Background: an optimization exercise with open tools, aiming at small area, a short achievable clock period and few clock cycles per item. Do not read the settings as production practice. Function was checked by simulation only, so behaviour that the tests miss may differ from the original.

## r4_butterfly
module r4_butterfly (
    input  wire        clk,
    input  wire        rst,
    input  wire        in_valid,
    output wire        in_ready,
    input  wire [1:0]  in_kind,
    input  wire        in_dir,
    input  wire [31:0] in_a,
    input  wire [31:0] in_b,
    input  wire [31:0] in_c,
    input  wire [31:0] in_d,
    input  wire [31:0] in_w1,
    input  wire [31:0] in_w2,
    input  wire [31:0] in_w3,
    output reg         out_valid,
    output reg  [31:0] out_o0,
    output reg  [31:0] out_o1,
    output reg  [31:0] out_o2,
    output reg  [31:0] out_o3
);
Size in the first run: about 360 I/O pins.
==> module r4_addsub_sat, before the edit <==
module r4_addsub_sat #(
    parameter SUB = 0
) (
    input  wire [15:0] a,
    input  wire [15:0] c,
    input  wire        pre,
    output wire [16:0] t
);
    localparam W = 17;
    localparam L = 5;
    wire [W-1:0] x  = {a[15], a};
    wire [W-1:0] z  = SUB ? ~{c[15], c} : {c[15], c};
    wire [W-1:0] p0 = x ^ z;
    wire [W-1:0] g0 = x & z;
    wire [W-1:0] gm = {g0[W-1:2], pre ? SUB[0] : g0[1], g0[0]};
    wire [W-1:0] pm = {p0[W-1:2], pre ? 1'b0   : p0[1], p0[0]};
    wire [W-1:0] gg [0:L];
    wire [W-1:0] pp [0:L];
    assign gg[0] = gm;
    assign pp[0] = pm;
    genvar l, i;
    generate for (l = 0; l < L; l = l + 1) begin : lvl
        for (i = 0; i < W; i = i + 1) begin : bit_
            if (((i >> l) & 1) == 1) begin : comb
                localparam integer J = ((i >> l) << l) - 1;
                assign gg[l+1][i] = gg[l][i] | (pp[l][i] & gg[l][J]);
                assign pp[l+1][i] = pp[l][i] & pp[l][J];
            end else begin : keep
                assign gg[l+1][i] = gg[l][i];
                assign pp[l+1][i] = pp[l][i];
            end
        end
    end endgenerate
    wire [W:0] cy = {gg[L] | (pp[L] & {W{SUB[0]}}), SUB[0]};
    wire [16:0] s = p0 ^ cy[W-1:0];
    assign t = pre ? {{2{s[16]}}, s[16:2]} : s;
endmodule
Settings: LEC_CHECK=0, CAP_MARGIN=20, CORE_MARGIN=2, CORE_UTILIZATION=62, PLACE_DENSITY=0.68, SLEW_MARGIN=20; clock period 12.0 ns.
standard.sh (not shown) runs the stock make flow with config.mk's settings and CLKGATE_MAP_FILE= SYNTH_SCRIPT=/design/flow/synth_recipe.tcl, a recipe that flattens the netlist after the stock synthesis.
==> flow/flow/run.sh <==
#!/bin/bash
# The standard layout (standard.sh: the standard flow's synthesis and ORFS flow), with
#  - timing repair aiming for more setup slack than the default,
#  - no gate cloning,
#  - port buffers of type buf_2 (resized later by repair like any other cell).
set -euo pipefail
bash standard.sh SETUP_SLACK_MARGIN=7.5 SKIP_GATE_CLONING=1 \
  "BUFFER_PORTS_ARGS=-buffer_cell sky130_fd_sc_hd__buf_2" finish > orfs_flow.log 2>&1
Testbench counts at the start, summed over its fixed seeds: cycles 4,128, items 4,096.
Then changed:
--- a/flow/design.v
+++ b/flow/design.v
@@ -19,34 +19,12 @@
     input  wire        pre,
     output wire [16:0] t
 );
-    localparam W = 17;
-    localparam L = 5;
-    wire [W-1:0] x  = {a[15], a};
-    wire [W-1:0] z  = SUB ? ~{c[15], c} : {c[15], c};
-    wire [W-1:0] p0 = x ^ z;
-    wire [W-1:0] g0 = x & z;
-    wire [W-1:0] gm = {g0[W-1:2], pre ? SUB[0] : g0[1], g0[0]};
-    wire [W-1:0] pm = {p0[W-1:2], pre ? 1'b0   : p0[1], p0[0]};
-    wire [W-1:0] gg [0:L];
-    wire [W-1:0] pp [0:L];
-    assign gg[0] = gm;
-    assign pp[0] = pm;
-    genvar l, i;
-    generate for (l = 0; l < L; l = l + 1) begin : lvl
-        for (i = 0; i < W; i = i + 1) begin : bit_
-            if (((i >> l) & 1) == 1) begin : comb
-                localparam integer J = ((i >> l) << l) - 1;
-                assign gg[l+1][i] = gg[l][i] | (pp[l][i] & gg[l][J]);
-                assign pp[l+1][i] = pp[l][i] & pp[l][J];
-            end else begin : keep
-                assign gg[l+1][i] = gg[l][i];
-                assign pp[l+1][i] = pp[l][i];
-            end
-        end
-    end endgenerate
-    wire [W:0] cy = {gg[L] | (pp[L] & {W{SUB[0]}}), SUB[0]};
-    wire [16:0] s = p0 ^ cy[W-1:0];
-    assign t = pre ? {{2{s[16]}}, s[16:2]} : s;
+    wire [15:0] cb = SUB ? ~c : c;
+    wire [2:0]  lo = {1'b0, a[1:0]} + {1'b0, cb[1:0]} + SUB;
+    wire        hi_ci = pre ? SUB[0] : lo[2];
+    wire [15:0] hi2 = {a[15], a[15:2], 1'b1} + {cb[15], cb[15:2], hi_ci};
+    wire [14:0] hi  = hi2[15:1];
+    assign t = pre ? {{2{hi[14]}}, hi} : {hi, lo[1:0]};
 endmodule
 module r4_sat (
     input  wire [16:0] t,
Result: The new run completed without violations. Synthesized area increases by about 1.4%. Sequential cell count stays the same. Cell area rises by about 1.4%. Setup slack got worse by 0.047 ns. Register-to-register slack is worse by 0.13 ns. Routed wire length increases by about 2.4%. Clock skew rises by 0.038 ns. Hold slack hardly moves. Synthesized cell count increases by about 2%.
Testbench counts after the change, summed over its fixed seeds: cycles 4,128, items 4,096.

==> re-timing with driven ports <==
No port has a modelled driver above. Below, the same layouts with a new extraction and two added sets of constraints. Step 1 sets driving cells, clkbuf_16 on the clock port and buf_2 on the other inputs (assumed; they add their load-dependent delay and slew). Step 2 times the ports against the registers' clock, not the clock port: input delays grow and output delays shrink by t, the midpoint of the rising clock arrivals with the driver on. Slacks: no drivers / after step 1 / after step 2; pairs: no drivers / after step 1.
| run | shift t [ns] | setup WS [ns] | worst setup path at the end | clock arrival spread, ns | worst slew at a driven data input, ns |
|---|---|---|---|---|---|
| the first run | 0.883 | 7.486 / 7.482 / 6.599 | input to register | 0.041 / 0.041 | 0.12 |
| the second run | 0.873 | 7.439 / 7.439 / 6.664 | input to register | 0.082 / 0.083 | 0.07 |
After both steps every run listed still meets setup and hold. The setup slack of the first run, which loses most, moves by -0.004 ns with the drivers and by -0.887 ns with both steps.
